This design comes from an exercise in tuning for small area, a short achievable clock period and few clock cycles on the open sky130 flow, not from production work. Function was checked by simulation only, so behaviour that the tests miss may differ from the original. No activity file was given, so power comes from the tool's default toggle rates.

<file path="flow/design.v">
module qfu_sintab (
    input  wire [7:0]  u,
    output wire [15:0] slope,
    output wire [15:0] icpt
);
    reg [9:0]  sp;
    reg [14:0] ip;
    wire [5:0] vs = u[6] ? ~u[5:0] : u[5:0];
    always @(*) begin
        case (vs)
            6'd0: sp = 10'd804;
            6'd1: sp = 10'd804;
            6'd2: sp = 10'd803;
            6'd3: sp = 10'd801;
            6'd4: sp = 10'd799;
            6'd5: sp = 10'd797;
            6'd6: sp = 10'd794;
            6'd7: sp = 10'd791;
            6'd8: sp = 10'd787;
            6'd9: sp = 10'd782;
            6'd10: sp = 10'd778;
            6'd11: sp = 10'd772;
            6'd12: sp = 10'd767;
            6'd13: sp = 10'd760;
            6'd14: sp = 10'd754;
            6'd15: sp = 10'd747;
            6'd16: sp = 10'd739;
            6'd17: sp = 10'd731;
            6'd18: sp = 10'd723;
            6'd19: sp = 10'd714;
            6'd20: sp = 10'd705;
            6'd21: sp = 10'd695;
            6'd22: sp = 10'd685;
            6'd23: sp = 10'd674;
            6'd24: sp = 10'd663;
            6'd25: sp = 10'd652;
            6'd26: sp = 10'd640;
            6'd27: sp = 10'd628;
            6'd28: sp = 10'd615;
            6'd29: sp = 10'd602;
            6'd30: sp = 10'd589;
            6'd31: sp = 10'd576;
            6'd32: sp = 10'd562;
            6'd33: sp = 10'd547;
            6'd34: sp = 10'd533;
            6'd35: sp = 10'd518;
            6'd36: sp = 10'd503;
            6'd37: sp = 10'd487;
            6'd38: sp = 10'd471;
            6'd39: sp = 10'd455;
            6'd40: sp = 10'd439;
            6'd41: sp = 10'd422;
            6'd42: sp = 10'd405;
            6'd43: sp = 10'd388;
            6'd44: sp = 10'd370;
            6'd45: sp = 10'd353;
            6'd46: sp = 10'd335;
            6'd47: sp = 10'd317;
            6'd48: sp = 10'd299;
            6'd49: sp = 10'd280;
            6'd50: sp = 10'd262;
            6'd51: sp = 10'd243;
            6'd52: sp = 10'd224;
            6'd53: sp = 10'd205;
            6'd54: sp = 10'd186;
            6'd55: sp = 10'd167;
            6'd56: sp = 10'd147;
            6'd57: sp = 10'd128;
            6'd58: sp = 10'd108;
            6'd59: sp = 10'd89;
            6'd60: sp = 10'd69;
            6'd61: sp = 10'd49;
            6'd62: sp = 10'd30;
            6'd63: sp = 10'd10;
            default: sp = 10'd0;
        endcase
    end
    always @(*) begin
        case (u[6:0])
            7'd0: ip = 15'd0;
            7'd1: ip = 15'd804;
            7'd2: ip = 15'd1608;
            7'd3: ip = 15'd2411;
            7'd4: ip = 15'd3212;
            7'd5: ip = 15'd4011;
            7'd6: ip = 15'd4808;
            7'd7: ip = 15'd5602;
            7'd8: ip = 15'd6393;
            7'd9: ip = 15'd7180;
            7'd10: ip = 15'd7962;
            7'd11: ip = 15'd8740;
            7'd12: ip = 15'd9512;
            7'd13: ip = 15'd10279;
            7'd14: ip = 15'd11040;
            7'd15: ip = 15'd11793;
            7'd16: ip = 15'd12540;
            7'd17: ip = 15'd13279;
            7'd18: ip = 15'd14011;
            7'd19: ip = 15'd14733;
            7'd20: ip = 15'd15447;
            7'd21: ip = 15'd16152;
            7'd22: ip = 15'd16847;
            7'd23: ip = 15'd17531;
            7'd24: ip = 15'd18206;
            7'd25: ip = 15'd18869;
            7'd26: ip = 15'd19521;
            7'd27: ip = 15'd20161;
            7'd28: ip = 15'd20789;
            7'd29: ip = 15'd21404;
            7'd30: ip = 15'd22006;
            7'd31: ip = 15'd22596;
            7'd32: ip = 15'd23171;
            7'd33: ip = 15'd23733;
            7'd34: ip = 15'd24280;
            7'd35: ip = 15'd24813;
            7'd36: ip = 15'd25331;
            7'd37: ip = 15'd25834;
            7'd38: ip = 15'd26321;
            7'd39: ip = 15'd26792;
            7'd40: ip = 15'd27247;
            7'd41: ip = 15'd27685;
            7'd42: ip = 15'd28107;
            7'd43: ip = 15'd28512;
            7'd44: ip = 15'd28900;
            7'd45: ip = 15'd29270;
            7'd46: ip = 15'd29623;
            7'd47: ip = 15'd29958;
            7'd48: ip = 15'd30275;
            7'd49: ip = 15'd30573;
            7'd50: ip = 15'd30854;
            7'd51: ip = 15'd31115;
            7'd52: ip = 15'd31358;
            7'd53: ip = 15'd31582;
            7'd54: ip = 15'd31787;
            7'd55: ip = 15'd31973;
            7'd56: ip = 15'd32140;
            7'd57: ip = 15'd32287;
            7'd58: ip = 15'd32415;
            7'd59: ip = 15'd32523;
            7'd60: ip = 15'd32611;
            7'd61: ip = 15'd32680;
            7'd62: ip = 15'd32730;
            7'd63: ip = 15'd32759;
            7'd64: ip = 15'd32767;
            7'd65: ip = 15'd32759;
            7'd66: ip = 15'd32730;
            7'd67: ip = 15'd32680;
            7'd68: ip = 15'd32611;
            7'd69: ip = 15'd32523;
            7'd70: ip = 15'd32415;
            7'd71: ip = 15'd32287;
            7'd72: ip = 15'd32140;
            7'd73: ip = 15'd31973;
            7'd74: ip = 15'd31787;
            7'd75: ip = 15'd31582;
            7'd76: ip = 15'd31358;
            7'd77: ip = 15'd31115;
            7'd78: ip = 15'd30854;
            7'd79: ip = 15'd30573;
            7'd80: ip = 15'd30275;
            7'd81: ip = 15'd29958;
            7'd82: ip = 15'd29623;
            7'd83: ip = 15'd29270;
            7'd84: ip = 15'd28900;
            7'd85: ip = 15'd28512;
            7'd86: ip = 15'd28107;
            7'd87: ip = 15'd27685;
            7'd88: ip = 15'd27247;
            7'd89: ip = 15'd26792;
            7'd90: ip = 15'd26320;
            7'd91: ip = 15'd25833;
            7'd92: ip = 15'd25331;
            7'd93: ip = 15'd24813;
            7'd94: ip = 15'd24280;
            7'd95: ip = 15'd23733;
            7'd96: ip = 15'd23171;
            7'd97: ip = 15'd22596;
            7'd98: ip = 15'd22006;
            7'd99: ip = 15'd21404;
            7'd100: ip = 15'd20789;
            7'd101: ip = 15'd20161;
            7'd102: ip = 15'd19521;
            7'd103: ip = 15'd18869;
            7'd104: ip = 15'd18206;
            7'd105: ip = 15'd17531;
            7'd106: ip = 15'd16847;
            7'd107: ip = 15'd16152;
            7'd108: ip = 15'd15447;
            7'd109: ip = 15'd14733;
            7'd110: ip = 15'd14011;
            7'd111: ip = 15'd13279;
            7'd112: ip = 15'd12540;
            7'd113: ip = 15'd11793;
            7'd114: ip = 15'd11040;
            7'd115: ip = 15'd10279;
            7'd116: ip = 15'd9512;
            7'd117: ip = 15'd8740;
            7'd118: ip = 15'd7962;
            7'd119: ip = 15'd7180;
            7'd120: ip = 15'd6393;
            7'd121: ip = 15'd5602;
            7'd122: ip = 15'd4808;
            7'd123: ip = 15'd4011;
            7'd124: ip = 15'd3212;
            7'd125: ip = 15'd2411;
            7'd126: ip = 15'd1608;
            7'd127: ip = 15'd804;
            default: ip = 15'd0;
        endcase
    end
    wire sneg = u[7] ^ u[6];
    assign slope = sneg ? (16'd0 - {6'd0, sp}) : {6'd0, sp};
    assign icpt  = (u == 8'd192) ? 16'h8000 : (u[7] ? (16'd0 - {1'b0, ip}) : {1'b0, ip});
endmodule
module qfu (
    input  wire        clk,
    input  wire        rst,           
    input  wire        host_valid,
    input  wire        host_we,
    input  wire [4:0]  host_addr,
    input  wire [31:0] host_wdata,
    output wire        host_ready,
    output reg  [31:0] host_rdata,
    output wire        mem_req,
    output wire        mem_we,
    output wire [15:0] mem_addr,
    output wire [15:0] mem_wdata,
    input  wire        mem_ready,
    input  wire [15:0] mem_rdata
);
    localparam [7:0] OP_LDI      = 8'h01,
                     OP_HI       = 8'h02,
                     OP_LO       = 8'h03,
                     OP_PACK     = 8'h04,
                     OP_CVT_N    = 8'h10,
                     OP_CVT_S    = 8'h11,
                     OP_CVT_1516 = 8'h12,
                     OP_CVT_Q15  = 8'h13,
                     OP_CVT_Q16  = 8'h14,
                     OP_ABS      = 8'h20,
                     OP_M1515    = 8'h21,
                     OP_M1516    = 8'h22,
                     OP_M151616  = 8'h23,
                     OP_M1616    = 8'h24,
                     OP_M3216    = 8'h25,
                     OP_M32U16   = 8'h26,
                     OP_M161616  = 8'h27,
                     OP_M1616U16 = 8'h28,
                     OP_M16161616= 8'h29,
                     OP_VMUL     = 8'h2A,
                     OP_DIV      = 8'h2B,
                     OP_INTERP   = 8'h30,
                     OP_LUT      = 8'h31,
                     OP_SIN      = 8'h40;
    localparam [2:0] S_IDLE = 3'd0,
                     S_EX   = 3'd1,    
                     S_DIV  = 3'd2,
                     S_VRD  = 3'd3,
                     S_VWR  = 3'd4,
                     S_LRD1 = 3'd5,
                     S_LRD2 = 3'd6;
    reg  [2:0]  state;
    reg  [1:0]  ph;
    reg         ill;
    reg  [31:0] cmd;
    reg  [511:0] rf;       
    reg  [16:0] dreg;      
    reg  [31:0] treg;      
    reg  [15:0] rrem;      
    reg  [15:0] cnt;       
    reg  [3:0]  pa, pb;      
    reg         x_dreg, x_hi, x_sgn, x_mem;
    reg         y_dreg, y_lo8, y_sgn, y_lw, y_w;
    reg         z_fin, z_int, z_sin, z_full, z_hi, z_128;
    function [31:0] rf_word(input [511:0] v, input [3:0] a);
        reg [255:0] l1;
        reg [127:0] l2;
        reg [63:0]  l3;
        integer j;
        begin
            for (j = 0; j < 8; j = j + 1)
                l1[j*32 +: 32] = a[0] ? v[(2*j+1)*32 +: 32] : v[(2*j)*32 +: 32];
            for (j = 0; j < 4; j = j + 1)
                l2[j*32 +: 32] = a[1] ? l1[(2*j+1)*32 +: 32] : l1[(2*j)*32 +: 32];
            for (j = 0; j < 2; j = j + 1)
                l3[j*32 +: 32] = a[2] ? l2[(2*j+1)*32 +: 32] : l2[(2*j)*32 +: 32];
            rf_word = a[3] ? l3[63:32] : l3[31:0];
        end
    endfunction
    function legal_cmd(input [31:0] w);
        begin
            case (w[31:24])
                OP_LDI:                                    legal_cmd = (w[19:16] == 4'd0);
                OP_HI, OP_LO,
                OP_CVT_N, OP_CVT_S, OP_CVT_1516,
                OP_CVT_Q15, OP_CVT_Q16, OP_ABS, OP_SIN:    legal_cmd = (w[15:0] == 16'd0);
                OP_PACK,
                OP_M1515, OP_M1516, OP_M151616, OP_M1616,
                OP_M3216, OP_M32U16, OP_M161616,
                OP_M1616U16, OP_M16161616, OP_DIV,
                OP_LUT:                                    legal_cmd = (w[11:0] == 12'd0);
                OP_VMUL, OP_INTERP:                        legal_cmd = (w[7:0] == 8'd0);
                default:                                   legal_cmd = 1'b0;
            endcase
        end
    endfunction
    wire [7:0]  op   = cmd[31:24];
    wire [3:0]  rd   = cmd[23:20];    
    wire [15:0] imm  = cmd[15:0];
    wire op_m23    = (op == OP_M151616);
    wire op_m2x    = (op == OP_M3216) | (op == OP_M32U16) |
                     (op == OP_M161616) | (op == OP_M1616U16);
    wire op_m29    = (op == OP_M16161616);
    wire op_interp = (op == OP_INTERP);
    wire op_sin    = (op == OP_SIN);
    wire op_lut    = (op == OP_LUT);
    wire op_div    = (op == OP_DIV);
    wire op_vmul   = (op == OP_VMUL);
    wire op_fin    = op_interp | op_sin;     
    wire [1:0] ph_last = op_m29 ? 2'd3 :
                         (op_m23 | op_m2x | op_fin) ? 2'd1 : 2'd0;
    wire ex_last  = (state == S_EX) && (ph == ph_last) && !op_div && !op_vmul && !op_lut;
    wire div_last = (state == S_DIV) && (cnt[3:0] == 4'd10);
    wire lut_last = (state == S_LRD2) && mem_ready;          
    wire wb_ff    = ex_last || div_last;                     
    wire wb_now   = wb_ff || lut_last;
    wire free_now = (state == S_IDLE) || wb_now;
    wire busy     = (state != S_IDLE);
    wire [3:0] ha = host_addr[3:0];
    wire h_reg   = !host_addr[4];
    wire h_cmd   = host_addr == 5'd16;
    wire h_free  = host_addr[4] && !(h_cmd && host_we);     
    wire bg_rd   = (state == S_DIV) || (state == S_LRD1) || (state == S_LRD2) ||
                   (state == S_EX && (op_div || op_lut));
    wire h_rd_ok = free_now ? !(wb_now && ha == rd) : (bg_rd && ha != rd);
    wire bg_wr   = busy && !wb_now && !op_vmul;
    wire h_wr_ok = (state == S_IDLE) || (wb_now && ha == rd) ||
                   (wb_ff && ha != pa && ha != pb) ||
                   (bg_wr && ha != rd && ha != cmd[19:16] && ha != cmd[15:12] && ha != cmd[11:8]);
    wire h_cmd_ok = free_now && !(wb_now && (host_wdata[19:16] == rd || host_wdata[15:12] == rd));
    assign host_ready = h_free ||
                        (h_reg && (host_we ? h_wr_ok : h_rd_ok)) ||
                        (h_cmd && h_cmd_ok);
    wire host_fire   = host_valid && host_ready;
    wire host_reg_wr = host_fire && host_we && h_reg;
    wire host_cmd_wr = host_fire && host_we && h_cmd;
    wire acc_cmd     = host_cmd_wr && legal_cmd(host_wdata);
    wire hold = wb_ff && host_reg_wr && (ha != rd);
    wire [31:0] rd_pa;
    always @(*) begin
        if (h_reg)
            host_rdata = rd_pa;
        else if (host_addr == 5'd17)
            host_rdata = {30'd0, ill, busy};
        else
            host_rdata = 32'd0;
    end
    reg  [31:0] opa;
    reg  [15:0] opb;
    wire [31:0] xa = opa;
    wire [15:0] xb = opb;
    wire [16:0] mx = x_mem  ? {mem_rdata[15], mem_rdata} :
                     x_dreg ? dreg :
                     x_hi   ? {1'b0, xa[31:16]} :
                              {x_sgn & xa[15], xa[15:0]};
    wire [8:0]  lut_w1 = 9'd256 - {1'b0, xb[7:0]};           
    wire [16:0] my = y_dreg ? dreg :
                     y_lw   ? {8'd0, lut_w1} :
                     y_w    ? {9'd0, xb[7:0]} :
                     y_lo8  ? {1'b0, xb[7:0], 8'd0} :
                              {y_sgn & xb[15], xb};
    wire [31:0] mz = z_fin  ? {(z_int ? xa[15:0] : treg[15:0]), (z_sin ? 16'h0000 : 16'h8000)} :
                     z_full ? treg :
                     z_hi   ? {16'd0, treg[31:16]} :
                     z_128  ? 32'd128 : 32'd0;
    wire [31:0] mp;
    qfu_mul u_mul (.mx(mx), .my(my), .mz(mz), .mp(mp));
    wire [15:0] cvt_q16 = (xa[31:16] == 16'h0000) ? xa[15:0] :
                          (xa[31] ? 16'h0000 : 16'hFFFF);
    wire [15:0] abs_r   = (xa[15:0] == 16'h8000) ? 16'h7FFF :
                          (xa[15] ? (16'd0 - xa[15:0]) : xa[15:0]);
    reg [15:0] dv_r1, dv_r2, dv_r3;
    reg [31:0] dv_t1, dv_t2, dv_t3;
    function [47:0] dv_step(input [15:0] r, input [31:0] t, input [15:0] d);
        reg [16:0] sh;
        reg [17:0] diff;
        begin
            sh      = {r, t[31]};
            diff    = {1'b0, sh} - {2'b00, d};
            dv_step = {(diff[17] ? sh[15:0] : diff[15:0]), t[30:0], !diff[17]};
        end
    endfunction
    always @(*) begin
        {dv_r1, dv_t1} = dv_step(rrem,  treg,  dreg[15:0]);
        {dv_r2, dv_t2} = dv_step(dv_r1, dv_t1, dreg[15:0]);
        {dv_r3, dv_t3} = dv_step(dv_r2, dv_t2, dreg[15:0]);
    end
    wire [31:0] dv_q = dv_t3;                        
    wire dv_small = (xa[15:0] < xb);
    reg [31:0] ex_res;
    always @(*) begin
        case (op)
            OP_LDI:       ex_res = {16'd0, imm};
            OP_HI:        ex_res = {16'd0, xa[31:16]};
            OP_LO:        ex_res = {16'd0, xa[15:0]};
            OP_PACK:      ex_res = {xa[15:0], xb};
            OP_CVT_N:     ex_res = {16'd0, xa[14:0], 1'b0};
            OP_CVT_S:     ex_res = xa[15] ? 32'd0 : {16'd0, xa[14:0], 1'b0};
            OP_CVT_1516:  ex_res = {16'd0, xa[15:0]};
            OP_CVT_Q15:   ex_res = {17'd0, xa[15:1]};
            OP_CVT_Q16:   ex_res = {16'd0, cvt_q16};
            OP_ABS:       ex_res = {16'd0, abs_r};
            OP_M1515:     ex_res = {16'd0, mp[30:15]};
            OP_M151616:   ex_res = {16'd0, mp[15:0]};
            OP_M3216,
            OP_M161616:   ex_res = mp;
            OP_M32U16,
            OP_M1616U16,
            OP_M16161616: ex_res = {mp[15:0], treg[15:0]};
            OP_DIV:       ex_res = dv_q;
            OP_LUT:       ex_res = {16'd0, mp[23:8]};
            default:      ex_res = {16'd0, mp[31:16]};    
        endcase
    end
    wire [7:0]  sin_u = xa[15:8] & {8{op_sin}};
    wire [15:0] sin_slope, sin_icpt;
    qfu_sintab u_rom (.u(sin_u), .slope(sin_slope), .icpt(sin_icpt));
    wire        lut_rd = (state == S_LRD1) || (state == S_LRD2);
    wire        lut_ph = (state == S_LRD2);
    wire [15:0] m_off  = lut_rd ? 16'd0 : op_lut ? {8'd0, xb[15:8]} : cnt;
    wire [15:0] m_base = (state == S_VRD) ? treg[15:0] :    
                         lut_rd           ? dreg[15:0] :    
                                            xa[15:0];       
    assign mem_addr  = m_base + m_off + {15'd0, lut_ph};
    assign mem_req   = (state == S_EX && ph == 2'd0 && (op_lut | op_vmul)) ||
                       state == S_VRD || state == S_VWR ||
                       state == S_LRD1 || state == S_LRD2;
    assign mem_we    = (state == S_VWR);
    assign mem_wdata = treg[31:16];
    wire        rf_we = host_reg_wr || wb_now;
    wire [3:0]  rf_wa = host_reg_wr ? ha : rd;
    wire [31:0] rf_wd = host_reg_wr ? host_wdata : ex_res;
    genvar gw;
    generate
        for (gw = 0; gw < 16; gw = gw + 1) begin : g_rf
            always @(posedge clk) begin
                if (rf_we && rf_wa == gw)
                    rf[gw*32 +: 32] <= rf_wd;
            end
        end
    endgenerate
    reg [2:0] state_n;
    reg [1:0] ph_n;
    always @(*) begin
        state_n = state;
        ph_n    = ph;
        if (!hold) begin
            if (free_now)
                state_n = S_IDLE;
            case (state)
                S_EX: begin
                    ph_n = ph + 2'd1;
                    if (op_div)
                        state_n = S_DIV;
                    if (op_lut && ph == 2'd0)
                        state_n = mem_ready ? S_LRD2 : S_LRD1;
                    if (op_vmul)
                        state_n = mem_ready ? S_VWR : S_VRD;
                end
                S_LRD1: if (mem_ready) state_n = S_LRD2;
                S_VRD:  if (mem_ready) state_n = S_VWR;
                S_VWR:  if (mem_ready) state_n = (cnt + 16'd1 == xb) ? S_IDLE : S_VRD;
                default: ;
            endcase
            if (acc_cmd) begin
                state_n = S_EX;
                ph_n    = 2'd0;
            end
        end
    end
    wire [3:0] ra = cmd[19:16];
    wire [3:0] rb = cmd[15:12];
    wire [3:0] rc = cmd[11:8];
    wire [1:0] ph1 = ph + 2'd1;
    reg  [3:0] pa_cont, pb_cont;
    always @(*) begin
        pa_cont = ra;
        pb_cont = rb;
        if (wb_ff) begin
            pa_cont = pa;
            pb_cont = pb;
        end else if ((state == S_EX && op_vmul) || state == S_VRD || state == S_VWR) begin
            pa_cont = rd;
            pb_cont = rc;
        end else if (state == S_EX) begin
            if (op_m23) begin
                pa_cont = rb;
                pb_cont = ra;
            end
            if (op_m29 && ph1[1]) begin
                pa_cont = rb;
                pb_cont = ra;
            end
            if (op_interp)
                pb_cont = rc;
            if (op_sin)
                pb_cont = ra;
        end
    end
    wire        new_cmd = h_cmd && host_we && free_now;    
    wire        pa_host = h_reg && !host_we && ((state == S_IDLE) || wb_ff || bg_rd);
    wire [3:0]  pa_op   = new_cmd ? host_wdata[19:16] : pa_cont;
    wire [3:0]  pb_op   = new_cmd ? host_wdata[15:12] : pb_cont;
    assign      rd_pa   = rf_word(rf, pa_host ? ha : pa_op);
    wire [31:0] rd_pb   = rf_word(rf, pb_op);
    wire [31:0] cmd_n = acc_cmd ? host_wdata : cmd;
    wire [7:0]  op_n  = cmd_n[31:24];
    wire n_m23    = (op_n == OP_M151616);
    wire n_m2x    = (op_n == OP_M3216) | (op_n == OP_M32U16) |
                    (op_n == OP_M161616) | (op_n == OP_M1616U16);
    wire n_m29    = (op_n == OP_M16161616);
    wire n_interp = (op_n == OP_INTERP);
    wire n_sin    = (op_n == OP_SIN);
    wire n_lut    = (op_n == OP_LUT);
    wire n_fin    = n_interp | n_sin;
    wire n_lrd    = n_lut && (state_n == S_EX || state_n == S_LRD1);    
    wire n_lrd2   = n_lut && (state_n == S_LRD2);                       
    wire n_vmul   = (op_n == OP_VMUL);
    wire n_vrd    = n_vmul && (state_n == S_EX || state_n == S_VRD);    
    always @(posedge clk) begin
        if (rst) begin
            state <= S_IDLE;
            ill   <= 1'b0;
        end else begin
            state <= state_n;
            if (host_cmd_wr && !legal_cmd(host_wdata))
                ill <= 1'b1;
        end
        ph <= ph_n;
        if (acc_cmd)
            cmd <= host_wdata;
        pa  <= pa_op;
        pb  <= pb_op;
        opa <= rd_pa;
        opb <= rd_pb[15:0];
        x_mem  <= n_vrd || n_lrd || n_lrd2;
        x_dreg <= n_fin;
        x_hi   <= ((n_m2x || n_m23) && ph_n == 2'd1) || (n_m29 && ph_n != 2'd0);
        x_sgn  <= (op_n == OP_M1515) || (op_n == OP_M1516) || (n_m23 && ph_n == 2'd0);
        y_dreg <= (n_m29 && ph_n == 2'd3) || (n_vmul && state_n == S_VRD);
        y_lo8  <= n_sin;
        y_lw   <= n_lrd;
        y_w    <= n_lrd2;
        y_sgn  <= (op_n == OP_M1515) || (n_m23 && ph_n == 2'd1);
        z_fin  <= n_fin;
        z_int  <= n_interp;
        z_sin  <= n_sin;
        z_full <= (n_m29 && ph_n == 2'd2) || n_lrd2;
        z_128  <= n_lrd;
        z_hi   <= (n_m23 || n_m2x || n_m29) && ph_n != 2'd0;
        if (!hold) begin
            case (state)
                S_EX: begin
                    treg <= mp;
                    if (op_m29 && ph == 2'd1)
                        dreg <= {1'b0, xa[31:16]};
                    if (op_interp)
                        dreg <= {xb[15], xb} - {xa[15], xa[15:0]};
                    if (op_sin) begin
                        dreg       <= {sin_slope[15], sin_slope};
                        treg[15:0] <= sin_icpt;
                    end
                    if (op_lut)
                        dreg <= {1'b0, mem_addr};
                    if (op_div) begin
                        treg    <= dv_small ? {xa[1:0], 30'd0} : {1'b0, xa[15:0], 15'd0};
                        rrem    <= dv_small ? {2'b00, xa[15:2]} : 16'd0;
                        cnt     <= dv_small ? 16'd5 : 16'd0;
                        dreg  <= {1'b0, xb};
                    end
                    if (op_vmul) begin
                        treg[15:0]  <= xa[15:0];
                        dreg        <= {1'b0, xb};
                        treg[31:16] <= mp[31:16];
                    end
                end
                S_DIV: begin
                    treg <= dv_t3;
                    rrem <= dv_r3;
                    cnt  <= cnt + 16'd1;
                end
                S_LRD1: if (mem_ready) treg <= mp;      
                S_VRD:  if (mem_ready) treg[31:16] <= mp[31:16];
                S_VWR:  if (mem_ready) cnt <= cnt + 16'd1;
                default: ;
            endcase
        end
        if (acc_cmd)
            cnt <= 16'd0;
    end
endmodule
module qfu_mul (
    input  wire [16:0] mx,
    input  wire [16:0] my,
    input  wire [31:0] mz,
    output wire [31:0] mp
);
    wire [18:0] ye = {my[16], my, 1'b0};
    wire [18:0] xe = {mx[16], mx, 1'b0};
    wire b0_n = ye[2];
    wire b0_1 = ye[1] ^ ye[0];
    wire b0_2 = (ye[2] & ~ye[1] & ~ye[0]) | (~ye[2] & ye[1] & ye[0]);
    wire [17:0] pp0;
    genvar g0;
    generate for (g0 = 0; g0 <= 17; g0 = g0 + 1) begin : gpp0
        assign pp0[g0] = ((b0_1 & xe[g0+1]) | (b0_2 & xe[g0])) ^ b0_n;
    end endgenerate
    wire b1_n = ye[4];
    wire b1_1 = ye[3] ^ ye[2];
    wire b1_2 = (ye[4] & ~ye[3] & ~ye[2]) | (~ye[4] & ye[3] & ye[2]);
    wire [17:0] pp1;
    genvar g1;
    generate for (g1 = 0; g1 <= 17; g1 = g1 + 1) begin : gpp1
        assign pp1[g1] = ((b1_1 & xe[g1+1]) | (b1_2 & xe[g1])) ^ b1_n;
    end endgenerate
    wire b2_n = ye[6];
    wire b2_1 = ye[5] ^ ye[4];
    wire b2_2 = (ye[6] & ~ye[5] & ~ye[4]) | (~ye[6] & ye[5] & ye[4]);
    wire [17:0] pp2;
    genvar g2;
    generate for (g2 = 0; g2 <= 17; g2 = g2 + 1) begin : gpp2
        assign pp2[g2] = ((b2_1 & xe[g2+1]) | (b2_2 & xe[g2])) ^ b2_n;
    end endgenerate
    wire b3_n = ye[8];
    wire b3_1 = ye[7] ^ ye[6];
    wire b3_2 = (ye[8] & ~ye[7] & ~ye[6]) | (~ye[8] & ye[7] & ye[6]);
    wire [17:0] pp3;
    genvar g3;
    generate for (g3 = 0; g3 <= 17; g3 = g3 + 1) begin : gpp3
        assign pp3[g3] = ((b3_1 & xe[g3+1]) | (b3_2 & xe[g3])) ^ b3_n;
    end endgenerate
    wire b4_n = ye[10];
    wire b4_1 = ye[9] ^ ye[8];
    wire b4_2 = (ye[10] & ~ye[9] & ~ye[8]) | (~ye[10] & ye[9] & ye[8]);
    wire [17:0] pp4;
    genvar g4;
    generate for (g4 = 0; g4 <= 17; g4 = g4 + 1) begin : gpp4
        assign pp4[g4] = ((b4_1 & xe[g4+1]) | (b4_2 & xe[g4])) ^ b4_n;
    end endgenerate
    wire b5_n = ye[12];
    wire b5_1 = ye[11] ^ ye[10];
    wire b5_2 = (ye[12] & ~ye[11] & ~ye[10]) | (~ye[12] & ye[11] & ye[10]);
    wire [17:0] pp5;
    genvar g5;
    generate for (g5 = 0; g5 <= 17; g5 = g5 + 1) begin : gpp5
        assign pp5[g5] = ((b5_1 & xe[g5+1]) | (b5_2 & xe[g5])) ^ b5_n;
    end endgenerate
    wire b6_n = ye[14];
    wire b6_1 = ye[13] ^ ye[12];
    wire b6_2 = (ye[14] & ~ye[13] & ~ye[12]) | (~ye[14] & ye[13] & ye[12]);
    wire [17:0] pp6;
    genvar g6;
    generate for (g6 = 0; g6 <= 17; g6 = g6 + 1) begin : gpp6
        assign pp6[g6] = ((b6_1 & xe[g6+1]) | (b6_2 & xe[g6])) ^ b6_n;
    end endgenerate
    wire b7_n = ye[16];
    wire b7_1 = ye[15] ^ ye[14];
    wire b7_2 = (ye[16] & ~ye[15] & ~ye[14]) | (~ye[16] & ye[15] & ye[14]);
    wire [17:0] pp7;
    genvar g7;
    generate for (g7 = 0; g7 <= 17; g7 = g7 + 1) begin : gpp7
        assign pp7[g7] = ((b7_1 & xe[g7+1]) | (b7_2 & xe[g7])) ^ b7_n;
    end endgenerate
    wire b8_n = ye[18];
    wire b8_1 = ye[17] ^ ye[16];
    wire b8_2 = (ye[18] & ~ye[17] & ~ye[16]) | (~ye[18] & ye[17] & ye[16]);
    wire [17:0] pp8;
    genvar g8;
    generate for (g8 = 0; g8 <= 17; g8 = g8 + 1) begin : gpp8
        assign pp8[g8] = ((b8_1 & xe[g8+1]) | (b8_2 & xe[g8])) ^ b8_n;
    end endgenerate
    wire t1 = pp0[14] ^ pp1[12];
    wire t2 = pp0[14] & pp1[12];
    wire t3 = pp0[15] ^ pp1[13];
    wire t4 = pp0[15] & pp1[13];
    wire t5 = pp0[16] ^ pp1[14] ^ pp2[12];
    wire t6 = (pp0[16] & pp1[14]) | (pp0[16] & pp2[12]) | (pp1[14] & pp2[12]);
    wire t7 = pp3[10] ^ pp4[8];
    wire t8 = pp3[10] & pp4[8];
    wire t9 = ~pp0[17] ^ pp1[15] ^ pp2[13];
    wire t10 = (~pp0[17] & pp1[15]) | (~pp0[17] & pp2[13]) | (pp1[15] & pp2[13]);
    wire t11 = pp3[11] ^ pp4[9] ^ pp5[7];
    wire t12 = (pp3[11] & pp4[9]) | (pp3[11] & pp5[7]) | (pp4[9] & pp5[7]);
    wire t13 = pp1[16] ^ pp2[14] ^ pp3[12];
    wire t14 = (pp1[16] & pp2[14]) | (pp1[16] & pp3[12]) | (pp2[14] & pp3[12]);
    wire t15 = pp4[10] ^ pp5[8];
    wire t16 = pp4[10] & pp5[8];
    wire t17 = ~pp1[17] ^ pp2[15] ^ pp3[13];
    wire t18 = (~pp1[17] & pp2[15]) | (~pp1[17] & pp3[13]) | (pp2[15] & pp3[13]);
    wire t19 = pp2[16] ^ pp3[14];
    wire t20 = pp2[16] & pp3[14];
    wire t21 = pp0[8] ^ pp1[6];
    wire t22 = pp0[8] & pp1[6];
    wire t23 = pp0[9] ^ pp1[7];
    wire t24 = pp0[9] & pp1[7];
    wire t25 = pp0[10] ^ pp1[8] ^ pp2[6];
    wire t26 = (pp0[10] & pp1[8]) | (pp0[10] & pp2[6]) | (pp1[8] & pp2[6]);
    wire t27 = pp3[4] ^ pp4[2];
    wire t28 = pp3[4] & pp4[2];
    wire t29 = pp0[11] ^ pp1[9] ^ pp2[7];
    wire t30 = (pp0[11] & pp1[9]) | (pp0[11] & pp2[7]) | (pp1[9] & pp2[7]);
    wire t31 = pp3[5] ^ pp4[3];
    wire t32 = pp3[5] & pp4[3];
    wire t33 = pp0[12] ^ pp1[10] ^ pp2[8];
    wire t34 = (pp0[12] & pp1[10]) | (pp0[12] & pp2[8]) | (pp1[10] & pp2[8]);
    wire t35 = pp3[6] ^ pp4[4] ^ pp5[2];
    wire t36 = (pp3[6] & pp4[4]) | (pp3[6] & pp5[2]) | (pp4[4] & pp5[2]);
    wire t37 = pp6[0] ^ b6_n;
    wire t38 = pp6[0] & b6_n;
    wire t39 = pp0[13] ^ pp1[11] ^ pp2[9];
    wire t40 = (pp0[13] & pp1[11]) | (pp0[13] & pp2[9]) | (pp1[11] & pp2[9]);
    wire t41 = pp3[7] ^ pp4[5] ^ pp5[3];
    wire t42 = (pp3[7] & pp4[5]) | (pp3[7] & pp5[3]) | (pp4[5] & pp5[3]);
    wire t43 = pp6[1] ^ mz[13];
    wire t44 = pp6[1] & mz[13];
    wire t45 = pp2[10] ^ pp3[8] ^ pp4[6];
    wire t46 = (pp2[10] & pp3[8]) | (pp2[10] & pp4[6]) | (pp3[8] & pp4[6]);
    wire t47 = pp5[4] ^ pp6[2] ^ pp7[0];
    wire t48 = (pp5[4] & pp6[2]) | (pp5[4] & pp7[0]) | (pp6[2] & pp7[0]);
    wire t49 = b7_n ^ mz[14] ^ t1;
    wire t50 = (b7_n & mz[14]) | (b7_n & t1) | (mz[14] & t1);
    wire t51 = pp2[11] ^ pp3[9] ^ pp4[7];
    wire t52 = (pp2[11] & pp3[9]) | (pp2[11] & pp4[7]) | (pp3[9] & pp4[7]);
    wire t53 = pp5[5] ^ pp6[3] ^ pp7[1];
    wire t54 = (pp5[5] & pp6[3]) | (pp5[5] & pp7[1]) | (pp6[3] & pp7[1]);
    wire t55 = mz[15] ^ t2 ^ t3;
    wire t56 = (mz[15] & t2) | (mz[15] & t3) | (t2 & t3);
    wire t57 = pp5[6] ^ pp6[4] ^ pp7[2];
    wire t58 = (pp5[6] & pp6[4]) | (pp5[6] & pp7[2]) | (pp6[4] & pp7[2]);
    wire t59 = pp8[0] ^ b8_n ^ mz[16];
    wire t60 = (pp8[0] & b8_n) | (pp8[0] & mz[16]) | (b8_n & mz[16]);
    wire t61 = t4 ^ t5 ^ t7;
    wire t62 = (t4 & t5) | (t4 & t7) | (t5 & t7);
    wire t63 = pp6[5] ^ pp7[3] ^ pp8[1];
    wire t64 = (pp6[5] & pp7[3]) | (pp6[5] & pp8[1]) | (pp7[3] & pp8[1]);
    wire t65 = mz[17] ^ 1'b1 ^ t6;
    wire t66 = (mz[17] & 1'b1) | (mz[17] & t6) | (1'b1 & t6);
    wire t67 = t8 ^ t9 ^ t11;
    wire t68 = (t8 & t9) | (t8 & t11) | (t9 & t11);
    wire t69 = pp6[6] ^ pp7[4] ^ pp8[2];
    wire t70 = (pp6[6] & pp7[4]) | (pp6[6] & pp8[2]) | (pp7[4] & pp8[2]);
    wire t71 = mz[18] ^ 1'b1 ^ t10;
    wire t72 = (mz[18] & 1'b1) | (mz[18] & t10) | (1'b1 & t10);
    wire t73 = t12 ^ t13 ^ t15;
    wire t74 = (t12 & t13) | (t12 & t15) | (t13 & t15);
    wire t75 = pp4[11] ^ pp5[9] ^ pp6[7];
    wire t76 = (pp4[11] & pp5[9]) | (pp4[11] & pp6[7]) | (pp5[9] & pp6[7]);
    wire t77 = pp7[5] ^ pp8[3] ^ mz[19];
    wire t78 = (pp7[5] & pp8[3]) | (pp7[5] & mz[19]) | (pp8[3] & mz[19]);
    wire t79 = t14 ^ t16 ^ t17;
    wire t80 = (t14 & t16) | (t14 & t17) | (t16 & t17);
    wire t81 = pp4[12] ^ pp5[10] ^ pp6[8];
    wire t82 = (pp4[12] & pp5[10]) | (pp4[12] & pp6[8]) | (pp5[10] & pp6[8]);
    wire t83 = pp7[6] ^ pp8[4] ^ mz[20];
    wire t84 = (pp7[6] & pp8[4]) | (pp7[6] & mz[20]) | (pp8[4] & mz[20]);
    wire t85 = 1'b1 ^ t18 ^ t19;
    wire t86 = (1'b1 & t18) | (1'b1 & t19) | (t18 & t19);
    wire t87 = ~pp2[17] ^ pp3[15] ^ pp4[13];
    wire t88 = (~pp2[17] & pp3[15]) | (~pp2[17] & pp4[13]) | (pp3[15] & pp4[13]);
    wire t89 = pp5[11] ^ pp6[9] ^ pp7[7];
    wire t90 = (pp5[11] & pp6[9]) | (pp5[11] & pp7[7]) | (pp6[9] & pp7[7]);
    wire t91 = pp8[5] ^ mz[21] ^ t20;
    wire t92 = (pp8[5] & mz[21]) | (pp8[5] & t20) | (mz[21] & t20);
    wire t93 = pp3[16] ^ pp4[14] ^ pp5[12];
    wire t94 = (pp3[16] & pp4[14]) | (pp3[16] & pp5[12]) | (pp4[14] & pp5[12]);
    wire t95 = pp6[10] ^ pp7[8] ^ pp8[6];
    wire t96 = (pp6[10] & pp7[8]) | (pp6[10] & pp8[6]) | (pp7[8] & pp8[6]);
    wire t97 = mz[22] ^ 1'b1;
    wire t98 = mz[22] & 1'b1;
    wire t99 = ~pp3[17] ^ pp4[15] ^ pp5[13];
    wire t100 = (~pp3[17] & pp4[15]) | (~pp3[17] & pp5[13]) | (pp4[15] & pp5[13]);
    wire t101 = pp6[11] ^ pp7[9] ^ pp8[7];
    wire t102 = (pp6[11] & pp7[9]) | (pp6[11] & pp8[7]) | (pp7[9] & pp8[7]);
    wire t103 = pp4[16] ^ pp5[14] ^ pp6[12];
    wire t104 = (pp4[16] & pp5[14]) | (pp4[16] & pp6[12]) | (pp5[14] & pp6[12]);
    wire t105 = pp7[10] ^ pp8[8];
    wire t106 = pp7[10] & pp8[8];
    wire t107 = ~pp4[17] ^ pp5[15] ^ pp6[13];
    wire t108 = (~pp4[17] & pp5[15]) | (~pp4[17] & pp6[13]) | (pp5[15] & pp6[13]);
    wire t109 = pp5[16] ^ pp6[14];
    wire t110 = pp5[16] & pp6[14];
    wire t111 = pp0[4] ^ pp1[2];
    wire t112 = pp0[4] & pp1[2];
    wire t113 = pp0[5] ^ pp1[3];
    wire t114 = pp0[5] & pp1[3];
    wire t115 = pp0[6] ^ pp1[4] ^ pp2[2];
    wire t116 = (pp0[6] & pp1[4]) | (pp0[6] & pp2[2]) | (pp1[4] & pp2[2]);
    wire t117 = pp3[0] ^ b3_n;
    wire t118 = pp3[0] & b3_n;
    wire t119 = pp0[7] ^ pp1[5] ^ pp2[3];
    wire t120 = (pp0[7] & pp1[5]) | (pp0[7] & pp2[3]) | (pp1[5] & pp2[3]);
    wire t121 = pp3[1] ^ mz[7];
    wire t122 = pp3[1] & mz[7];
    wire t123 = pp2[4] ^ pp3[2] ^ pp4[0];
    wire t124 = (pp2[4] & pp3[2]) | (pp2[4] & pp4[0]) | (pp3[2] & pp4[0]);
    wire t125 = b4_n ^ mz[8] ^ t21;
    wire t126 = (b4_n & mz[8]) | (b4_n & t21) | (mz[8] & t21);
    wire t127 = pp2[5] ^ pp3[3] ^ pp4[1];
    wire t128 = (pp2[5] & pp3[3]) | (pp2[5] & pp4[1]) | (pp3[3] & pp4[1]);
    wire t129 = mz[9] ^ t22 ^ t23;
    wire t130 = (mz[9] & t22) | (mz[9] & t23) | (t22 & t23);
    wire t131 = pp5[0] ^ b5_n ^ mz[10];
    wire t132 = (pp5[0] & b5_n) | (pp5[0] & mz[10]) | (b5_n & mz[10]);
    wire t133 = t24 ^ t25 ^ t27;
    wire t134 = (t24 & t25) | (t24 & t27) | (t25 & t27);
    wire t135 = pp5[1] ^ mz[11] ^ t26;
    wire t136 = (pp5[1] & mz[11]) | (pp5[1] & t26) | (mz[11] & t26);
    wire t137 = t28 ^ t29 ^ t31;
    wire t138 = (t28 & t29) | (t28 & t31) | (t29 & t31);
    wire t139 = mz[12] ^ t30 ^ t32;
    wire t140 = (mz[12] & t30) | (mz[12] & t32) | (t30 & t32);
    wire t141 = t33 ^ t35 ^ t37;
    wire t142 = (t33 & t35) | (t33 & t37) | (t35 & t37);
    wire t143 = t34 ^ t36 ^ t38;
    wire t144 = (t34 & t36) | (t34 & t38) | (t36 & t38);
    wire t145 = t39 ^ t41 ^ t43;
    wire t146 = (t39 & t41) | (t39 & t43) | (t41 & t43);
    wire t147 = t40 ^ t42 ^ t44;
    wire t148 = (t40 & t42) | (t40 & t44) | (t42 & t44);
    wire t149 = t45 ^ t47 ^ t49;
    wire t150 = (t45 & t47) | (t45 & t49) | (t47 & t49);
    wire t151 = t46 ^ t48 ^ t50;
    wire t152 = (t46 & t48) | (t46 & t50) | (t48 & t50);
    wire t153 = t51 ^ t53 ^ t55;
    wire t154 = (t51 & t53) | (t51 & t55) | (t53 & t55);
    wire t155 = t52 ^ t54 ^ t56;
    wire t156 = (t52 & t54) | (t52 & t56) | (t54 & t56);
    wire t157 = t57 ^ t59 ^ t61;
    wire t158 = (t57 & t59) | (t57 & t61) | (t59 & t61);
    wire t159 = t58 ^ t60 ^ t62;
    wire t160 = (t58 & t60) | (t58 & t62) | (t60 & t62);
    wire t161 = t63 ^ t65 ^ t67;
    wire t162 = (t63 & t65) | (t63 & t67) | (t65 & t67);
    wire t163 = t64 ^ t66 ^ t68;
    wire t164 = (t64 & t66) | (t64 & t68) | (t66 & t68);
    wire t165 = t69 ^ t71 ^ t73;
    wire t166 = (t69 & t71) | (t69 & t73) | (t71 & t73);
    wire t167 = t70 ^ t72 ^ t74;
    wire t168 = (t70 & t72) | (t70 & t74) | (t72 & t74);
    wire t169 = t75 ^ t77 ^ t79;
    wire t170 = (t75 & t77) | (t75 & t79) | (t77 & t79);
    wire t171 = t76 ^ t78 ^ t80;
    wire t172 = (t76 & t78) | (t76 & t80) | (t78 & t80);
    wire t173 = t81 ^ t83 ^ t85;
    wire t174 = (t81 & t83) | (t81 & t85) | (t83 & t85);
    wire t175 = t82 ^ t84 ^ t86;
    wire t176 = (t82 & t84) | (t82 & t86) | (t84 & t86);
    wire t177 = t87 ^ t89 ^ t91;
    wire t178 = (t87 & t89) | (t87 & t91) | (t89 & t91);
    wire t179 = t88 ^ t90 ^ t92;
    wire t180 = (t88 & t90) | (t88 & t92) | (t90 & t92);
    wire t181 = t93 ^ t95 ^ t97;
    wire t182 = (t93 & t95) | (t93 & t97) | (t95 & t97);
    wire t183 = mz[23] ^ t94 ^ t96;
    wire t184 = (mz[23] & t94) | (mz[23] & t96) | (t94 & t96);
    wire t185 = t98 ^ t99 ^ t101;
    wire t186 = (t98 & t99) | (t98 & t101) | (t99 & t101);
    wire t187 = mz[24] ^ 1'b1 ^ t100;
    wire t188 = (mz[24] & 1'b1) | (mz[24] & t100) | (1'b1 & t100);
    wire t189 = t102 ^ t103 ^ t105;
    wire t190 = (t102 & t103) | (t102 & t105) | (t103 & t105);
    wire t191 = pp7[11] ^ pp8[9] ^ mz[25];
    wire t192 = (pp7[11] & pp8[9]) | (pp7[11] & mz[25]) | (pp8[9] & mz[25]);
    wire t193 = t104 ^ t106 ^ t107;
    wire t194 = (t104 & t106) | (t104 & t107) | (t106 & t107);
    wire t195 = pp7[12] ^ pp8[10] ^ mz[26];
    wire t196 = (pp7[12] & pp8[10]) | (pp7[12] & mz[26]) | (pp8[10] & mz[26]);
    wire t197 = 1'b1 ^ t108 ^ t109;
    wire t198 = (1'b1 & t108) | (1'b1 & t109) | (t108 & t109);
    wire t199 = ~pp5[17] ^ pp6[15] ^ pp7[13];
    wire t200 = (~pp5[17] & pp6[15]) | (~pp5[17] & pp7[13]) | (pp6[15] & pp7[13]);
    wire t201 = pp8[11] ^ mz[27] ^ t110;
    wire t202 = (pp8[11] & mz[27]) | (pp8[11] & t110) | (mz[27] & t110);
    wire t203 = pp6[16] ^ pp7[14] ^ pp8[12];
    wire t204 = (pp6[16] & pp7[14]) | (pp6[16] & pp8[12]) | (pp7[14] & pp8[12]);
    wire t205 = mz[28] ^ 1'b1;
    wire t206 = mz[28] & 1'b1;
    wire t207 = ~pp6[17] ^ pp7[15] ^ pp8[13];
    wire t208 = (~pp6[17] & pp7[15]) | (~pp6[17] & pp8[13]) | (pp7[15] & pp8[13]);
    wire t209 = pp7[16] ^ pp8[14];
    wire t210 = pp7[16] & pp8[14];
    wire t211 = pp0[2] ^ pp1[0];
    wire t212 = pp0[2] & pp1[0];
    wire t213 = pp0[3] ^ pp1[1];
    wire t214 = pp0[3] & pp1[1];
    wire t215 = pp2[0] ^ b2_n ^ mz[4];
    wire t216 = (pp2[0] & b2_n) | (pp2[0] & mz[4]) | (b2_n & mz[4]);
    wire t217 = pp2[1] ^ mz[5] ^ t112;
    wire t218 = (pp2[1] & mz[5]) | (pp2[1] & t112) | (mz[5] & t112);
    wire t219 = mz[6] ^ t114 ^ t115;
    wire t220 = (mz[6] & t114) | (mz[6] & t115) | (t114 & t115);
    wire t221 = t116 ^ t118 ^ t119;
    wire t222 = (t116 & t118) | (t116 & t119) | (t118 & t119);
    wire t223 = t120 ^ t122 ^ t123;
    wire t224 = (t120 & t122) | (t120 & t123) | (t122 & t123);
    wire t225 = t124 ^ t126 ^ t127;
    wire t226 = (t124 & t126) | (t124 & t127) | (t126 & t127);
    wire t227 = t128 ^ t130 ^ t131;
    wire t228 = (t128 & t130) | (t128 & t131) | (t130 & t131);
    wire t229 = t132 ^ t134 ^ t135;
    wire t230 = (t132 & t134) | (t132 & t135) | (t134 & t135);
    wire t231 = t136 ^ t138 ^ t139;
    wire t232 = (t136 & t138) | (t136 & t139) | (t138 & t139);
    wire t233 = t140 ^ t142 ^ t143;
    wire t234 = (t140 & t142) | (t140 & t143) | (t142 & t143);
    wire t235 = t144 ^ t146 ^ t147;
    wire t236 = (t144 & t146) | (t144 & t147) | (t146 & t147);
    wire t237 = t148 ^ t150 ^ t151;
    wire t238 = (t148 & t150) | (t148 & t151) | (t150 & t151);
    wire t239 = t152 ^ t154 ^ t155;
    wire t240 = (t152 & t154) | (t152 & t155) | (t154 & t155);
    wire t241 = t156 ^ t158 ^ t159;
    wire t242 = (t156 & t158) | (t156 & t159) | (t158 & t159);
    wire t243 = t160 ^ t162 ^ t163;
    wire t244 = (t160 & t162) | (t160 & t163) | (t162 & t163);
    wire t245 = t164 ^ t166 ^ t167;
    wire t246 = (t164 & t166) | (t164 & t167) | (t166 & t167);
    wire t247 = t168 ^ t170 ^ t171;
    wire t248 = (t168 & t170) | (t168 & t171) | (t170 & t171);
    wire t249 = t172 ^ t174 ^ t175;
    wire t250 = (t172 & t174) | (t172 & t175) | (t174 & t175);
    wire t251 = t176 ^ t178 ^ t179;
    wire t252 = (t176 & t178) | (t176 & t179) | (t178 & t179);
    wire t253 = t180 ^ t182 ^ t183;
    wire t254 = (t180 & t182) | (t180 & t183) | (t182 & t183);
    wire t255 = t184 ^ t186 ^ t187;
    wire t256 = (t184 & t186) | (t184 & t187) | (t186 & t187);
    wire t257 = t188 ^ t190 ^ t191;
    wire t258 = (t188 & t190) | (t188 & t191) | (t190 & t191);
    wire t259 = t192 ^ t194 ^ t195;
    wire t260 = (t192 & t194) | (t192 & t195) | (t194 & t195);
    wire t261 = t196 ^ t198 ^ t199;
    wire t262 = (t196 & t198) | (t196 & t199) | (t198 & t199);
    wire t263 = t200 ^ t202 ^ t203;
    wire t264 = (t200 & t202) | (t200 & t203) | (t202 & t203);
    wire t265 = mz[29] ^ t204 ^ t206;
    wire t266 = (mz[29] & t204) | (mz[29] & t206) | (t204 & t206);
    wire t267 = mz[30] ^ 1'b1 ^ t208;
    wire t268 = (mz[30] & 1'b1) | (mz[30] & t208) | (1'b1 & t208);
    wire t269 = ~pp7[17] ^ pp8[15] ^ mz[31];
    wire t270 = (~pp7[17] & pp8[15]) | (~pp7[17] & mz[31]) | (pp8[15] & mz[31]);
    wire t271 = pp0[0] ^ b0_n;
    wire t272 = pp0[0] & b0_n;
    wire t273 = pp0[1] ^ mz[1];
    wire t274 = pp0[1] & mz[1];
    wire t275 = b1_n ^ mz[2] ^ t211;
    wire t276 = (b1_n & mz[2]) | (b1_n & t211) | (mz[2] & t211);
    wire t277 = mz[3] ^ t212 ^ t213;
    wire t278 = (mz[3] & t212) | (mz[3] & t213) | (t212 & t213);
    wire t279 = t111 ^ t214 ^ t215;
    wire t280 = (t111 & t214) | (t111 & t215) | (t214 & t215);
    wire t281 = t113 ^ t216 ^ t217;
    wire t282 = (t113 & t216) | (t113 & t217) | (t216 & t217);
    wire t283 = t117 ^ t218 ^ t219;
    wire t284 = (t117 & t218) | (t117 & t219) | (t218 & t219);
    wire t285 = t121 ^ t220 ^ t221;
    wire t286 = (t121 & t220) | (t121 & t221) | (t220 & t221);
    wire t287 = t125 ^ t222 ^ t223;
    wire t288 = (t125 & t222) | (t125 & t223) | (t222 & t223);
    wire t289 = t129 ^ t224 ^ t225;
    wire t290 = (t129 & t224) | (t129 & t225) | (t224 & t225);
    wire t291 = t133 ^ t226 ^ t227;
    wire t292 = (t133 & t226) | (t133 & t227) | (t226 & t227);
    wire t293 = t137 ^ t228 ^ t229;
    wire t294 = (t137 & t228) | (t137 & t229) | (t228 & t229);
    wire t295 = t141 ^ t230 ^ t231;
    wire t296 = (t141 & t230) | (t141 & t231) | (t230 & t231);
    wire t297 = t145 ^ t232 ^ t233;
    wire t298 = (t145 & t232) | (t145 & t233) | (t232 & t233);
    wire t299 = t149 ^ t234 ^ t235;
    wire t300 = (t149 & t234) | (t149 & t235) | (t234 & t235);
    wire t301 = t153 ^ t236 ^ t237;
    wire t302 = (t153 & t236) | (t153 & t237) | (t236 & t237);
    wire t303 = t157 ^ t238 ^ t239;
    wire t304 = (t157 & t238) | (t157 & t239) | (t238 & t239);
    wire t305 = t161 ^ t240 ^ t241;
    wire t306 = (t161 & t240) | (t161 & t241) | (t240 & t241);
    wire t307 = t165 ^ t242 ^ t243;
    wire t308 = (t165 & t242) | (t165 & t243) | (t242 & t243);
    wire t309 = t169 ^ t244 ^ t245;
    wire t310 = (t169 & t244) | (t169 & t245) | (t244 & t245);
    wire t311 = t173 ^ t246 ^ t247;
    wire t312 = (t173 & t246) | (t173 & t247) | (t246 & t247);
    wire t313 = t177 ^ t248 ^ t249;
    wire t314 = (t177 & t248) | (t177 & t249) | (t248 & t249);
    wire t315 = t181 ^ t250 ^ t251;
    wire t316 = (t181 & t250) | (t181 & t251) | (t250 & t251);
    wire t317 = t185 ^ t252 ^ t253;
    wire t318 = (t185 & t252) | (t185 & t253) | (t252 & t253);
    wire t319 = t189 ^ t254 ^ t255;
    wire t320 = (t189 & t254) | (t189 & t255) | (t254 & t255);
    wire t321 = t193 ^ t256 ^ t257;
    wire t322 = (t193 & t256) | (t193 & t257) | (t256 & t257);
    wire t323 = t197 ^ t258 ^ t259;
    wire t324 = (t197 & t258) | (t197 & t259) | (t258 & t259);
    wire t325 = t201 ^ t260 ^ t261;
    wire t326 = (t201 & t260) | (t201 & t261) | (t260 & t261);
    wire t327 = t205 ^ t262 ^ t263;
    wire t328 = (t205 & t262) | (t205 & t263) | (t262 & t263);
    wire t329 = t207 ^ t264 ^ t265;
    wire t330 = (t207 & t264) | (t207 & t265) | (t264 & t265);
    wire t331 = t209 ^ t266 ^ t267;
    wire t332 = (t209 & t266) | (t209 & t267) | (t266 & t267);
    wire t333 = t210 ^ t268 ^ t269;
    wire t334 = (t210 & t268) | (t210 & t269) | (t268 & t269);
    wire [31:0] ra = {t332, t330, t328, t326, t324, t322, t320, t318, t316, t314, t312, t310, t308, t306, t304, t302, t300, t298, t296, t294, t292, t290, t288, t286, t284, t282, t280, t278, t276, t274, t272, mz[0]};
    wire [31:0] rb = {t333, t331, t329, t327, t325, t323, t321, t319, t317, t315, t313, t311, t309, t307, t305, t303, t301, t299, t297, t295, t293, t291, t289, t287, t285, t283, t281, t279, t277, t275, t273, t271};
    assign mp = ra + rb;
endmodule
</file>
<file path="flow/constraint.sdc">
create_clock -name core_clock -period 14.0 [get_ports {clk}]
set_input_delay 2.8000 -clock core_clock [delete_from_list [all_inputs] [get_ports {clk}]]
set_output_delay 2.8000 -clock core_clock [all_outputs]
set_load 0.01 [all_outputs]
</file>
<file path="flow/run.sh">
#!/bin/bash
# synth_recipe.tcl (not shown) runs the flow's synth.tcl, then flattens the netlist and writes it again
# the make line also repeats each setting of config.mk as NAME=value (left out here)
make -C /OpenROAD-flow-scripts/flow DESIGN_CONFIG=/design/flow/config.mk WORK_HOME=/design/flow/orfs CLKGATE_MAP_FILE= SYNTH_SCRIPT=/design/flow/synth_recipe.tcl finish
</file>
<file path="flow/config.mk">
export PLATFORM = sky130hd
export DESIGN_NAME = qfu
export DESIGN_NICKNAME = qfu
export VERILOG_FILES = /design/flow/design.v
export SDC_FILE = /design/flow/constraint.sdc
export NUM_CORES = 4
export LEC_CHECK = 0
export ABC_AREA = 1
export CAP_MARGIN = 20
export CORE_MARGIN = 2
export CORE_UTILIZATION = 50
export CTS_BUF_LIST = sky130_fd_sc_hd__clkbuf_8
export PLACE_DENSITY = 0.65
export SETUP_SLACK_MARGIN = 5
export SLEW_MARGIN = 20
export SYNTH_MEMORY_MAX_BITS = 8192
</file>
==> results of run 1 <==
[worst paths after layout]
path,endpoint,cells past startpoint,slack [ps]
min reg2reg,ill$_SDFFE_PP0P_,2,460
max reg2reg,rf[50]$_DFFE_PP_,31,5160
max,host_rdata[24],17,5130
min,ill$_SDFFE_PP0P_,2,460
[cell families after synthesis]
kind of cell | after synthesis
simple gates | 2848
compound gates | 1620
buf+inv | 1291
flops | 699
fa+ha+maj | 324
xor+xnor | 280
[layout make-up]
class,count,share of cell area [%]
antenna,5,0.0205
clock buffer,132,2.98
clock inverter,92,1.08
inverter,894,5.60
multi-input combinational,5079,49.2
sequential,699,32.8
tap,1403,2.88
timing repair buffer,329,5.45
timing repair inverter,3,0.0471
[power by group]
| part | switching (mW) | internal (mW) | total (mW) |
|---|---|---|---|
| clock network | 0.927 | 1.01 | 1.93 |
| logic | 4.49 | 2.05 | 6.54 |
| registers | 0.0451 | 2.45 | 2.49 |
| total | 5.46 | 5.51 | 11.0 |
[routing by layer]
layer / routed length [um] / part of all wire (%) / global-route usage, %
met1: 93000 / 38 / 56.5
met2: 105000 / 43 / 63.6
met3: 30000 / 12 / 9.73
met4: 16900 / 6.9 / 24.4
met5: 51 / 0.021 / 0
[cells in the final DEF (no fill, tap or decap), drive strengths merged, types with 185 or more instances in the layout]
master | netlist | final
a21oi | 339 | 339
edfxtp | 601 | 601
nand2 | 1706 | 1712
ha | 185 | 185
o22ai | 187 | 187
buf | 179 | 201
o21ai | 713 | 714
xor2 | 218 | 218
nand3 | 571 | 571
nor2 | 384 | 384
inv | 879 | 911
[metrics by stage]
stage	utilization, %	std cells	total power, mW	hold WS, ps
final	56.9	8636	11.0	457
after global routing	56.9	8634	11.4	496
after CTS	56.1	8599	10.3	456
after detailed placement	53.0	8342	8.24	446
after global placement	53.0	8341	8.24	441
after floorplan	-	7062	6.01	424
[worst register-to-register path: cells and delay by family, from the launching register on]
family          cells  cell delay, ps
compound gates      6            1760
xor+xnor            2             780
fa+ha+maj           7            3160
buf+inv             8            1390
flops               1             310
simple gates        8            1080
[registers in the layout (all words and copies together), names as in the netlist, 2 cells and up]
name	flops
cmd	32
cnt	16
dreg	17
opa	32
opb	16
pa	4
pb	4
ph	2
rf	512
rrem	16
state	3
treg	32
[repair_timing]
item | in CTS | in global routing
pin swaps | 7 | 18
setup buffers | 17 | 22
resized for setup | 119 | 137
hold buffers | 0 | 0
gates cloned | 16 | 9
setup endpoints to repair | 473 | 547
==> flow_summary.toml, run 1 <==
[run_status]
status = "no timing/DRC/antenna violations"

[synthesis]
yosys-top-cells-area = "edfxtp_1, nand2_1, inv_1, o21ai_0, nand3_1"
syn-instance-count = 7062
synth_adder_area_share_pct = 9.40
synth.cell_area_mm2 = 0.0542
synth_edf_count = 601
synth_top_cell_area_share_pct = 33.3
syn_area_per_cell_um2 = 7.68
seq_area_frac_synth_pct = 36.9
synth-seq-cells = 699
synth_mux_area_share_pct = 0
synth_nets = 7444
post-synth-top-area-cell = "edfxtp_1"
synth_most_common_cell = "nand2_1"
synth-compound-area-share_pct = 17.5
synthXorXnorAreaFrac_pct = 4.55
synth_simple_gate_area_share_pct = 22.2
ys_async_sr_fraction_pct = 0
synthFlopType = "edfxtp_1"
ys_warn_count = 2
ys_types = 68
synth.top_cells.by_count = "nand2_1, inv_1, edfxtp_1"
synth_top_family_by_area = "simple AND/OR/NAND/NOR gates"

[timing]
skew_ps = 96.3
drv_slew = 0
finalSetupTns_ps = 0
fin_crit_ps = 8870
tightest_slew_ps = 1230
finalHoldViolations = 0
slew_headroom_pct = 17.5
final-setup-viol-count = 0
final.period_utilization_pct = 63.3
setup_slack_ps = 5130
grt_setup_unrepaired = "true"
fmax_ghz = 0.113

[final_layout]
multiInputGateArea_mm2 = 0.0300
stdcell_area_mm2 = 0.0610
drive_gt1_share_pct = 9.06
synthToLayoutAreaGrowth_pct = 12.5
nNetsFinal = 7505
fill_cells = 10200
seq_area_mm2 = 0.0200

[worst_setup_path]
crit_slowest_cell = "clkdlybuf4s50_1"
path_max_fanout = 37
path_delay_family = "buffers and inverters"
path_cells = "buf_2, nor2_1, inv_1, nor4_4, inv_1, nor2_4, nand2_8, o21ai_2, o21ai_4, buf_16, inv_16, buf_12, o211ai_1, nand3_1, nand3_1, a21oi_1, clkdlybuf4s50_1"
worst-endpoint-required_ps = 11200
arrival_ps = 6070
crit_start = "host_addr[3]"
max_stage_delay_ps = 590
worstReg2RegStart = "opb[1]$_DFF_P_"
end_kind = "output pin"
startpoint_type = "primary input"
path_buf_inv = 7
crit_type = "in2out"

[clock_network]
htree_levels = 3
cts_sinks = 699
cts_buffers = 117
cts.clk_slew.worst_paths_ps = 60
root_buffer = "clkbuf_8"
clock_latency_ps = 850
cts_tree = "yes"
cts_buffer_depth = 3

[die]
initial_core_util_pct = 50.5
core_area_mm2 = 0.107
rows = 120
die_y_um = 333
dieWidth_um = 333
dieArea_mm2 = 0.111
io_pins = 125

[detailed_routing]
routed_wl_mm = 245
drc = 0
viasPerCell = 6.32
ant_nets = 0
dr.pass1.iters = 6
wl_per_cell_um = 28.3
route.vias.total = 54500
drt_iter0_drc = 7573

[grt]
antenna_found_initial = 11
overflow = 0
grt_max_degree = 91
grt_pass1_wl_mm = 347
track_usage_pct = 42.5
first_global_vias = 50100

[hold_path]
hold_class = "reg2reg"
hp-start = "ill$_SDFFE_PP0P_"

[placement]
pre_cts_ws_ps = 3090
gp_congestion = 1.09
dpl.hpwl_mm = 167
placed_area_mm2 = 0.0569
io_buffer_count = 124

[power]
cellLeakagePower_nw = 26.4
power_per_cell_area_mw_per_mm2 = 180
vdd_ir_drop_max_mv = 0.373

[flow_run]
max-cap-violations = 0
Testbench counts, summed over its fixed seeds: cycles 10,736.
==> run 2, diff against run 1 <==
--- a/flow/config.mk
+++ b/flow/config.mk
@@ -9,7 +9,7 @@
 export CAP_MARGIN = 20
 export CORE_MARGIN = 2
-export CORE_UTILIZATION = 50
+export CORE_UTILIZATION = 45
 export CTS_BUF_LIST = sky130_fd_sc_hd__clkbuf_8
-export PLACE_DENSITY = 0.65
+export PLACE_DENSITY = 0.62
 export SETUP_SLACK_MARGIN = 5
 export SLEW_MARGIN = 20
==> run 2 against run 1 <==
  * Still clean
  * Core utilization shrank 5.9 points
  * Count of clock-buffer cells in the layout shrank 8
  * Area after synthesis unchanged
  * Synthesized cell count unchanged
  * Flip-flop and latch count unchanged
  * Cell count is 2.6% higher
  * Design area about the same
  * Combinational power about the same
  * Largest power group unchanged
==> flow_summary.toml, run 2 <==
[grt]
grt-busiest-layer = "met2"
met3_usage_pct = 8.59
antenna_found_initial = 14
first_global_vias = 49600
use_met2_pct = 56.4
use_met1_pct = 52.6
track_usage_pct = 38.2
overflow = 0
grt_pass1_wl_mm = 344
grt_max_degree = 84

[placement]
dpl.hpwl_mm = 166
gp_congestion = 1.06
io_buffer_count = 124

[timing]
drv_slew = 0
slew_headroom_pct = 15.3
tightest_slew_ps = 1260
finalSetupTns_ps = 0
final.period_utilization_pct = 63.9
skew_ps = 72.8
final-setup-viol-count = 0
fin_crit_ps = 8950
whs_ps = 455
grt_setup_unrepaired = "true"
fmax_ghz = 0.112
finalHoldViolations = 0

[synthesis]
seq_area_frac_synth_pct = 36.9
syn_area_per_cell_um2 = 7.68
syn-instance-count = 7062
synth_simple_gate_area_share_pct = 22.2
synth_edf_count = 601
synth_adder_area_share_pct = 9.40
synth_mux_area_share_pct = 0
post-synth-top-area-cell = "edfxtp_1"
ys_async_sr_fraction_pct = 0
synthFlopType = "edfxtp_1"
synthXorXnorAreaFrac_pct = 4.55
ys_types = 68
yosys-top-cells-area = "edfxtp_1, nand2_1, inv_1, o21ai_0, nand3_1"
synth-compound-area-share_pct = 17.5
synth_top_cell_area_share_pct = 33.3
synth-seq-cells = 699
synth.top_cells.by_count = "nand2_1, inv_1, edfxtp_1"
synth_top_family_by_area = "simple AND/OR/NAND/NOR gates"
ys_warn_count = 2
synth_most_common_cell = "nand2_1"
synth_nets = 7444
synth.cell_area_mm2 = 0.0542

[worst_setup_path]
arrival_ps = 9420
crit_type = "in2reg"
path_delay_family = "adder cells"
startpoint_type = "primary input"
crit_slowest_cell = "fa_1"
path_max_fanout = 16
path_buf_inv = 9
worst-endpoint-required_ps = 14480
end_kind = "flip-flop"
max_stage_delay_ps = 530

[die]
dieWidth_um = 351
io_pins = 125
core_area_mm2 = 0.120
rows = 127
dieArea_mm2 = 0.123
initial_core_util_pct = 45.3
die_y_um = 351

[detailed_routing]
drt_iter0_drc = 7639
viasPerCell = 6.10
drc = 0
dr.pass1.iters = 7
ant_nets = 0
route.vias.total = 54100
routed_wl_mm = 243
wl_per_cell_um = 27.4

[clock_network]
cts.clk_slew.worst_paths_ps = 60
cts_sinks = 699
holdBufCountCts = 0
cts_tree = "yes"
htree_levels = 3
clock_latency_ps = 860
root_buffer = "clkbuf_8"
cts_buffers = 118
cts_buffer_depth = 3

[power]
vdd_ir_drop_max_mv = 0.395
power_per_cell_area_mw_per_mm2 = 178
cellLeakagePower_nw = 26.2

[final_layout]
top_register = "rf"
mostFrequentLayoutCell = "nand2_1"
nNetsFinal = 7518
mostFrequentLayoutCells = "nand2_1, inv_1, edfxtp_1"
drive_gt1_share_pct = 8.99
synthToLayoutAreaGrowth_pct = 12.6
largest_register_ffs = 512

[hold_path]
hold_class = "reg2reg"

[run_status]
status = "no timing/DRC/antenna violations"

[flow_run]
max-cap-violations = 0
[run 2: cell count changes in the layout (fill, tap and decap cells not counted), moves of 5 or more]
cell,change
buf_16,-5
o21ai_0,+7
buf_4,+15
nand2_1,+5
clkbuf_8,-8
clkinv_1,+6
o21ai_4,-6
nand2_2,-7
[run 2: area by class of cell]
type | count | area [um2]
Timing Repair Buffer | 343 | 3360
Multi-Input combinational cell | 5078 | 29900
Tap cell | 1612 | 2020
Inverter | 894 | 3430
Clock inverter | 101 | 597
Antenna cell | 7 | 17.5
Sequential cell | 699 | 20000
Timing Repair inverter | 2 | 17.5
Fill cell | 11700 | 58800
Clock buffer | 124 | 1710
[run 2: where the power goes]
part | switching (mW) | total, mW | internal, mW
Sequential | 0.0535 | 2.50 | 2.45
Clock | 0.921 | 1.83 | 0.907
Combinational | 4.49 | 6.55 | 2.07
Total | 5.46 | 10.9 | 5.42
[run 2: through the flow]
stage / setup slack, ps / util, % / area [um2] / instances / power [mW]
floorplan: 5040 / - / 54200 / 7062 / 6.01
global placement: 2870 / 47.8 / 57200 / 8564 / 8.34
detailed placement: 2790 / 47.8 / 57200 / 8564 / 8.34
CTS: 5000 / 50.4 / 60400 / 8826 / 10.3
global route: 4930 / 51.0 / 61000 / 8855 / 11.3
finish: 5050 / 51.0 / 61100 / 8860 / 10.9
[run 2: final timing paths]
kind                       endpoint        startpoint  slack (ps)  depth (start not counted)
hold reg to reg    ill$_SDFFE_PP0P_  ill$_SDFFE_PP0P_         450                          2
setup / recovery  rf[138]$_DFFE_PP_      mem_rdata[9]        5050                         27
setup reg to reg  rf[181]$_DFFE_PP_    opb[5]$_DFF_P_        5200                         35
hold / removal     ill$_SDFFE_PP0P_  ill$_SDFFE_PP0P_         450                          2
[run 2: kinds of logic after synthesis]
| kind of cell | count (synthesis) |
|---|---|
| buffers and inverters | 1291 |
| DFF | 699 |
| xor gates and xnor gates | 280 |
| AOI/OAI and AO/OA | 1620 |
| adders and majority gates | 324 |
| and+or+nand+nor | 2848 |
[run 2: worst register-to-register path: cells and delay by family (launching register included)]
kind | cells | cell delay (ps)
AOI/OAI and AO/OA | 7 | 1280
xor gates and xnor gates | 2 | 550
adders and majority gates | 6 | 2750
buffers and inverters | 11 | 1790
DFF | 1 | 700
and+or+nand+nor | 9 | 1520
[run 2: repair_timing]
action                                  in CTS  in global routing
cloned                                      10                  6
buffers inserted                            27                 21
resized for setup                          142                109
pin swaps                                    9                 16
endpoints found under the setup margin     424                530
[run 2: metal layers]
metal,routed length (um),vias to the layer above
met4,14000,18
met3,28300,676
met5,115,-
met1,97200,25800
met2,103000,3412
li1,-,24100

-- separate check: timing with driven ports --
No port has a modelled driver above. Below, the same layouts with a new extraction and two added sets of constraints. Step 1 sets driving cells, clkbuf_16 on the clock port and buf_2 on the other inputs (assumed; they add their load-dependent delay and slew). Step 2 also shifts input and output timing later by t, the mid clock arrival at the registers, as if the neighbouring blocks saw the same clock. a / b / c = ideal ports / drivers / drivers and shift; a / b = the first two.
run	t, ns	setup WS [ns]	worst setup path at the end
run 1	0.869	5.134 / 5.072 / 4.297	input to register
run 2	0.902	5.052 / 4.997 / 4.202	input to register
After both steps setup and hold are still met in every run listed. For run 2, which loses most, drivers alone change the setup slack by -0.055 ns; drivers and shift together by -0.850 ns.
